This is an optimization exercise on Yosys and OpenROAD, whose aim is small area, a short achievable clock period and few clock cycles per item, not a production implementation.
Where RTL was checked, it was by simulation tests only, not by an equivalence proof against the original.
Power is estimated from default activity; no workload was simulated.

the baseline:
==> flow/design.v <==
module varint_unit (
  input             clk,
  input             rst,
  input             cmd_valid,
  output            cmd_ready,
  input      [7:0]  cmd_op,
  input      [63:0] cmd_arg,
  output            snk_valid,
  output     [7:0]  snk_data,
  input             snk_ready,
  input      [1:0]  snk_resp,
  output            src_req,
  input             src_ready,
  input      [7:0]  src_data,
  input      [1:0]  src_resp,
  output            rsp_valid,
  output     [3:0]  rsp_status,
  output     [63:0] rsp_res,
  output     [79:0] rsp_buf
);
  genvar g;
  integer i;
  reg        rdy;       
  reg        pv;        
  reg        cls_e, cls_d, cls_b, cls_c;    
  reg [63:0] val;       
  reg        ex_e;      
  reg        ex_d;      
  reg        ex_i;      
  reg [7:0]  sd;        
  reg [3:0]  k;         
  reg        rv;        
  reg [2:0]  rst_st;    
  reg [9:0]  rdec;      
  reg [3:0]  cnt;       
  reg [8:0]  rcont;     
  assign cmd_ready  = rdy;
  assign snk_valid  = ex_e;
  assign snk_data   = sd;
  assign src_req    = ex_d;
  assign rsp_valid  = rv;
  assign rsp_status = {1'b0, rst_st};
  wire [63:0] rmask;
  generate
    for (g = 0; g < 9; g = g + 1) begin : g_rmask
      assign rmask[7*g +: 7] = {7{rdec[g]}};
    end
  endgenerate
  assign rmask[63] = rdec[9];
  assign rsp_res    = {val[63:4] & rmask[63:4], rdec[0] ? val[3:0] : cnt};
  generate
    for (g = 0; g < 9; g = g + 1) begin : g_buf
      assign rsp_buf[8*g +: 7] = val[7*g +: 7];
      assign rsp_buf[8*g + 7]  = rcont[g];
    end
  endgenerate
  assign rsp_buf[79:72] = {7'd0, val[63]};
  wire c_e = (cmd_op == 8'h00);
  wire c_b = (cmd_op == 8'h01);
  wire c_c = (cmd_op == 8'h02);
  wire c_d = (cmd_op == 8'h10);
  wire acc = cmd_valid & rdy;
  wire e_err  = snk_resp != 2'd0;
  wire e_step = ex_e & snk_ready;
  wire e_adv  = e_step & sd[7];
  wire e_fin  = e_step & (e_err | ~sd[7]);
  wire d_err  = src_resp != 2'd0;
  wire d_pull = ex_d & src_ready;
  wire d_last = (k == 4'd9);
  wire d_fin  = d_pull & (d_err | ~src_data[7] | d_last);
  wire fin    = e_fin | d_fin | ex_i;
  wire exfree = fin | ~(ex_e | ex_d | ex_i);
  wire st_pend = exfree & pv;
  wire st_cmd  = exfree & ~pv & acc;
  wire s_e     = pv ? cls_e : c_e;
  wire s_d     = pv ? cls_d : c_d;
  wire s_b     = pv ? cls_b : c_b;
  wire [63:0] s_arg = pv ? val : cmd_arg;
  wire start_e = (st_pend | st_cmd) & s_e;
  wire start_d = (st_pend | st_cmd) & s_d;
  wire start_i = (st_pend | st_cmd) & ~s_e & ~s_d;
  wire s_more   = |s_arg[63:7];     
  wire val_more = |val[63:14];      
  wire [9:0] nz;
  generate
    for (g = 0; g < 9; g = g + 1) begin : g_nz
      assign nz[g] = |val[7*g +: 7];
    end
  endgenerate
  assign nz[9] = val[63];
  wire [3:0] vlen = nz[9] ? 4'd10 : nz[8] ? 4'd9 : nz[7] ? 4'd8 : nz[6] ? 4'd7 :
                    nz[5] ? 4'd6  : nz[4] ? 4'd5 : nz[3] ? 4'd4 : nz[2] ? 4'd3 :
                    nz[1] ? 4'd2  : 4'd1;
  wire [8:0] vcont;
  generate
    for (g = 0; g < 9; g = g + 1) begin : g_cont
      assign vcont[g] = |val[63:7*g+7];
    end
  endgenerate
  wire pv_next   = (acc & ~exfree) | (pv & ~exfree);
  wire d_next    = exfree ? start_d : ex_d;
  wire more_next = exfree ? (start_e & s_more) : (ex_e & (e_adv ? val_more : sd[7]));
  always @(posedge clk) begin
    if (rst) begin
      rdy  <= 1'b1;
      pv   <= 1'b0;
      ex_e <= 1'b0;
      ex_d <= 1'b0;
      ex_i <= 1'b0;
      rv   <= 1'b0;
    end else begin
      rdy  <= ~pv_next & ~more_next & ~d_next & ~(start_i & s_b);
      pv   <= pv_next;
      if (exfree) begin
        ex_e <= start_e;
        ex_d <= start_d;
        ex_i <= start_i;
      end
      rv   <= fin;
    end
  end
  always @(posedge clk) begin
    if (exfree) k <= 4'd0;
    else if (e_adv | d_pull) k <= k + 4'd1;
  end
  always @(posedge clk) begin
    if (acc) begin
      cls_e <= c_e;
      cls_d <= c_d;
      cls_b <= c_b;
      cls_c <= c_c;
    end
  end
  always @(posedge clk) begin
    if (acc)
      val <= cmd_arg;
    else if (e_adv)
      val <= {7'd0, val[63:7]};
    else if (d_pull) begin
      for (i = 0; i < 9; i = i + 1)
        if (k == i)
          val[7*i +: 7] <= src_data[6:0];
        else if (k == 4'd0)
          val[7*i +: 7] <= 7'd0;
      val[63] <= d_last & src_data[0];
    end
  end
  always @(posedge clk) begin
    if (start_e)
      sd <= {s_more, s_arg[6:0]};
    else if (e_adv)
      sd <= {val_more, val[13:7]};
  end
  always @(posedge clk) begin
    if (e_fin)
      rst_st <= ~e_err ? 3'd0 : snk_resp[1] ? 3'd6 : 3'd1;
    else if (d_fin)
      rst_st <= d_err ? (src_resp[1] ? 3'd6 : 3'd1) : (src_data[7] ? 3'd2 : 3'd0);
    else if (ex_i)
      rst_st <= (cls_b | cls_c) ? 3'd0 : 3'd7;
  end
  always @(posedge clk) begin
    for (i = 0; i < 10; i = i + 1)
      rdec[i] <= d_fin & (k >= i);
    cnt  <= e_fin ? k + 4'd1 : vlen;
  end
  always @(posedge clk) begin
    rcont <= vcont;
  end
endmodule
==> flow/config.mk <==
export PLATFORM = sky130hd
export DESIGN_NAME = varint_unit
export DESIGN_NICKNAME = varint_unit
export VERILOG_FILES = /design/flow/design.v
export SDC_FILE = /design/flow/constraint.sdc
export NUM_CORES = 4
export LEC_CHECK = 0
export CAP_MARGIN = 20
export CORE_MARGIN = 2
export CORE_UTILIZATION = 45
export CTS_BUF_LIST = sky130_fd_sc_hd__clkbuf_8
export SETUP_SLACK_MARGIN = 2.5
export SLEW_MARGIN = 20
==> flow/constraint.sdc <==
create_clock -name core_clock -period 5.0 [get_ports {clk}]
set_input_delay 1.0000 -clock core_clock [delete_from_list [all_inputs] [get_ports {clk}]]
set_output_delay 1.0000 -clock core_clock [all_outputs]
set_load 0.01 [all_outputs]
standard.sh (not shown) runs the stock make flow with config.mk's settings and CLKGATE_MAP_FILE= SYNTH_SCRIPT=/design/flow/synth_recipe.tcl, a recipe that flattens the netlist after the stock synthesis.
==> flow/flow/run.sh <==
#!/bin/bash
# Standard synthesis and layout, with two changes:
#  - the combinational logic of the standard synthesis netlist is re-mapped
#    by ABC with a delay-driven script (flip-flops untouched), see remap.sh;
#  - the port buffers are the small, fast buf_1 (instead of the default pick,
#    a clkdlybuf4s50_1 delay cell).
set -euo pipefail
BUF="BUFFER_PORTS_ARGS=-buffer_cell sky130_fd_sc_hd__buf_1"
R=orfs/results/$FLOW_PLATFORM/varint_unit/base
bash standard.sh "$BUF" synth > 1_standard_synth.log 2>&1
cp $R/1_2_yosys.v 1_2_yosys.standard.v
export DONT_USE_CELLS="$(awk '/^export DONT_USE_CELLS/{f=1} f{print} f&&!/\\$/{exit}' $FLOW_HOME/platforms/$FLOW_PLATFORM/config.mk | grep -oE 'sky130_fd_sc_hd__[A-Za-z0-9_]+' | tr '\n' ' ')"
bash flow/remap.sh $PWD/1_2_yosys.standard.v $PWD/1_2_yosys.remap.v $PWD/flow/abc_delay.script > 2_remap.log 2>&1
cp 1_2_yosys.remap.v $R/1_2_yosys.v
rm -f $R/1_synth.odb $R/1_synth.sdc
bash standard.sh "$BUF" finish > 3_standard_finish.log 2>&1
==> flow/flow/abc_delay.script <==
strash
dch -f
map -D 1000
topo
buffer -p
upsize -D 1000
dnsize -D 1000
==> flow/flow/remap.sh <==
#!/bin/bash
# Re-map the combinational logic of the standard synthesis netlist with a
# delay-driven ABC script. Flip-flops (and their instance names and cell
# types) are left exactly as the standard synthesis made them.
# usage: remap.sh IN.v OUT.v ABC_SCRIPT
set -euo pipefail
in=$1; out=$2; scr=$3
LIB=$FLOW_HOME/platforms/sky130hd/lib/sky130_fd_sc_hd__tt_025C_1v80.lib
seq=$(grep -oE 'sky130_fd_sc_hd__[a-z0-9_]+' "$in" | sort -u | grep -E '__(e?s?df|dl|sdf|edf|conb)' | tr '\n' ' ')
dontuse=""
for c in $DONT_USE_CELLS; do dontuse="$dontuse -dont_use $c"; done
printf 'set_driving_cell sky130_fd_sc_hd__buf_1\nset_load 5\n' > remap_abc.constr
cat > remap.ys <<EOT
read_liberty -ignore_miss_func $LIB
blackbox $seq
read_verilog $in
hierarchy -top $FLOW_TOP
flatten
opt_clean
techmap
opt -fast
abc -script $scr -liberty $LIB $dontuse -constr remap_abc.constr
opt_clean -purge
hilomap -singleton -hicell sky130_fd_sc_hd__conb_1 HI -locell sky130_fd_sc_hd__conb_1 LO
splitnets
rename -hide w:*.*
opt_clean -purge
stat -liberty $LIB
write_verilog -noattr -noexpr -nohex -nodec $out
EOT
yosys -s remap.ys
The baseline: full flow OK, the timing, design-rule and antenna checks passed
Input-level comparison between the candidate and the baseline:
==> flow/design.v <==
module varint_unit (
  input             clk,
  input             rst,
  input             cmd_valid,
  output            cmd_ready,
  input      [7:0]  cmd_op,
  input      [63:0] cmd_arg,
  output            snk_valid,
  output     [7:0]  snk_data,
  input             snk_ready,
  input      [1:0]  snk_resp,
  output            src_req,
  input             src_ready,
  input      [7:0]  src_data,
  input      [1:0]  src_resp,
  output            rsp_valid,
  output     [3:0]  rsp_status,
  output     [63:0] rsp_res,
  output     [79:0] rsp_buf
);
  genvar g;
  integer i;
  reg        rdy;       
  reg        pv;        
  reg        cls_e, cls_d, cls_b, cls_c;    
  reg [63:0] val;       
  reg        ex_e;      
  reg        ex_d;      
  reg        ex_i;      
  reg [7:0]  sd;        
  reg [3:0]  k;         
  reg        rv;        
  reg [2:0]  rst_st;    
  reg [63:0] res;       
  reg [8:0]  rcont;     
  assign cmd_ready  = rdy;
  assign snk_valid  = ex_e;
  assign snk_data   = sd;
  assign src_req    = ex_d;
  assign rsp_valid  = rv;
  assign rsp_status = {1'b0, rst_st};
  assign rsp_res    = res;
  generate
    for (g = 0; g < 9; g = g + 1) begin : g_buf
      assign rsp_buf[8*g +: 7] = val[7*g +: 7];
      assign rsp_buf[8*g + 7]  = rcont[g];
    end
  endgenerate
  assign rsp_buf[79:72] = {7'd0, val[63]};
  wire c_e = (cmd_op == 8'h00);
  wire c_b = (cmd_op == 8'h01);
  wire c_c = (cmd_op == 8'h02);
  wire c_d = (cmd_op == 8'h10);
  wire acc = cmd_valid & rdy;
  wire e_err  = snk_resp != 2'd0;
  wire e_step = ex_e & snk_ready;
  wire e_adv  = e_step & ~e_err & sd[7];           
  wire e_fin  = e_step & (e_err | ~sd[7]);
  wire d_err  = src_resp != 2'd0;
  wire d_pull = ex_d & src_ready;
  wire d_last = (k == 4'd9);
  wire d_fin  = d_pull & (d_err | ~src_data[7] | d_last);
  wire fin    = e_fin | d_fin | ex_i;
  wire exfree = fin | ~(ex_e | ex_d | ex_i);
  wire st_pend = exfree & pv;
  wire st_cmd  = exfree & ~pv & acc;
  wire s_e     = pv ? cls_e : c_e;
  wire s_d     = pv ? cls_d : c_d;
  wire s_b     = pv ? cls_b : c_b;
  wire [63:0] s_arg = pv ? val : cmd_arg;
  wire start_e = (st_pend | st_cmd) & s_e;
  wire start_d = (st_pend | st_cmd) & s_d;
  wire start_i = (st_pend | st_cmd) & ~s_e & ~s_d;
  wire s_more   = |s_arg[63:7];     
  wire val_more = |val[63:14];      
  wire [9:0] nz;
  generate
    for (g = 0; g < 9; g = g + 1) begin : g_nz
      assign nz[g] = |val[7*g +: 7];
    end
  endgenerate
  assign nz[9] = val[63];
  wire [3:0] vlen = nz[9] ? 4'd10 : nz[8] ? 4'd9 : nz[7] ? 4'd8 : nz[6] ? 4'd7 :
                    nz[5] ? 4'd6  : nz[4] ? 4'd5 : nz[3] ? 4'd4 : nz[2] ? 4'd3 :
                    nz[1] ? 4'd2  : 4'd1;
  wire [8:0] vcont;
  generate
    for (g = 0; g < 9; g = g + 1) begin : g_cont
      assign vcont[g] = |val[63:7*g+7];
    end
  endgenerate
  wire pv_next   = (acc & ~exfree) | (pv & ~exfree);
  wire more_next = exfree ? (start_e & s_more) : (ex_e & (e_adv ? val_more : sd[7]));
  always @(posedge clk) begin
    if (rst) begin
      rdy  <= 1'b1;
      pv   <= 1'b0;
      ex_e <= 1'b0;
      ex_d <= 1'b0;
      ex_i <= 1'b0;
      rv   <= 1'b0;
    end else begin
      rdy  <= ~pv_next & ~more_next & ~(start_i & s_b);    
      pv   <= pv_next;
      if (exfree) begin
        ex_e <= start_e;
        ex_d <= start_d;
        ex_i <= start_i;
      end
      rv   <= fin;
    end
  end
  always @(posedge clk) begin
    if (exfree) k <= 4'd0;
    else if (e_adv | d_pull) k <= k + 4'd1;
  end
  always @(posedge clk) begin
    if (acc) begin
      cls_e <= c_e;
      cls_d <= c_d;
      cls_b <= c_b;
      cls_c <= c_c;
    end
  end
  always @(posedge clk) begin
    if (acc)
      val <= cmd_arg;
    else if (e_adv)
      val <= {7'd0, val[63:7]};
  end
  always @(posedge clk) begin
    if (start_e)
      sd <= {s_more, s_arg[6:0]};
    else if (e_adv)
      sd <= {val_more, val[13:7]};
  end
  always @(posedge clk) begin
    if (e_fin)
      rst_st <= ~e_err ? 3'd0 : snk_resp[1] ? 3'd6 : 3'd1;
    else if (d_fin)
      rst_st <= d_err ? (src_resp[1] ? 3'd6 : 3'd1) : (src_data[7] ? 3'd2 : 3'd0);
    else if (ex_i)
      rst_st <= (cls_b | cls_c) ? 3'd0 : 3'd7;
  end
  always @(posedge clk) begin
    if (e_fin)
      res <= {60'd0, k + 4'd1};
    else if (ex_i)
      res <= {60'd0, vlen};
    else if (d_pull) begin
      for (i = 0; i < 9; i = i + 1)
        if (k == i)
          res[7*i +: 7] <= src_data[6:0];
        else if (k == 4'd0)
          res[7*i +: 7] <= 7'd0;
      res[63] <= d_last & src_data[0];
    end
  end
  always @(posedge clk) begin
    rcont <= vcont;
  end
endmodule
==> comparison <==
- Worst slack on hold paths down 0.060 ns in the candidate wrt the baseline
- The candidate vs the baseline, slowest cell on the critical path: sky130_fd_sc_hd__dfxtp_1 vs sky130_fd_sc_hd__a31oi_4
- A type of the worst setup path of in2reg is what the baseline shows, while reg2out belongs to the candidate.
- Sequential standard cell area on the candidate is up relative to the baseline.
- | die area | higher: the candidate |
- Between the candidate and the baseline, the wire length is higher for the baseline.
- Going from the baseline to the candidate, power grows by about 44%.
- Re share of cell area taken by flip-flops and latches: the baseline was lower than the candidate.
Testbench counts of the candidate, summed over its fixed seeds: cycles 19,478, items 4,800.
No functional check of the RTL was part of the baseline.

what the ideal ports hide:
The results above use ideal ports. As a check the final layouts listed here were re-extracted and re-timed, cells and wires unchanged. Step 1: set_driving_cell puts a clkbuf_16 on clk and a buf_2 on each other input, an assumption about the parent block. Step 2 adds t to the input delays and takes it off the output delays; t is the mean of the earliest and latest rising clock arrival at the registers after step 1. Input paths then give back, and output paths get back, about the clock's delay inside the block. a / b / c = no drivers / after step 1 / after step 2; a / b = the first two.
run	t, ns	setup WS [ns]	hold slack, ns	cell pins on the clock port's net
the baseline	0.422	2.481 / 2.498 / 2.076	0.548 / 0.548 / 0.548	1
the candidate	0.484	2.700 / 2.663 / 2.244	0.488 / 0.488 / 0.488	1
After both steps every run listed still meets setup and hold. The setup slack of the candidate, which loses most, moves by -0.037 ns with the drivers and by -0.456 ns with both steps.
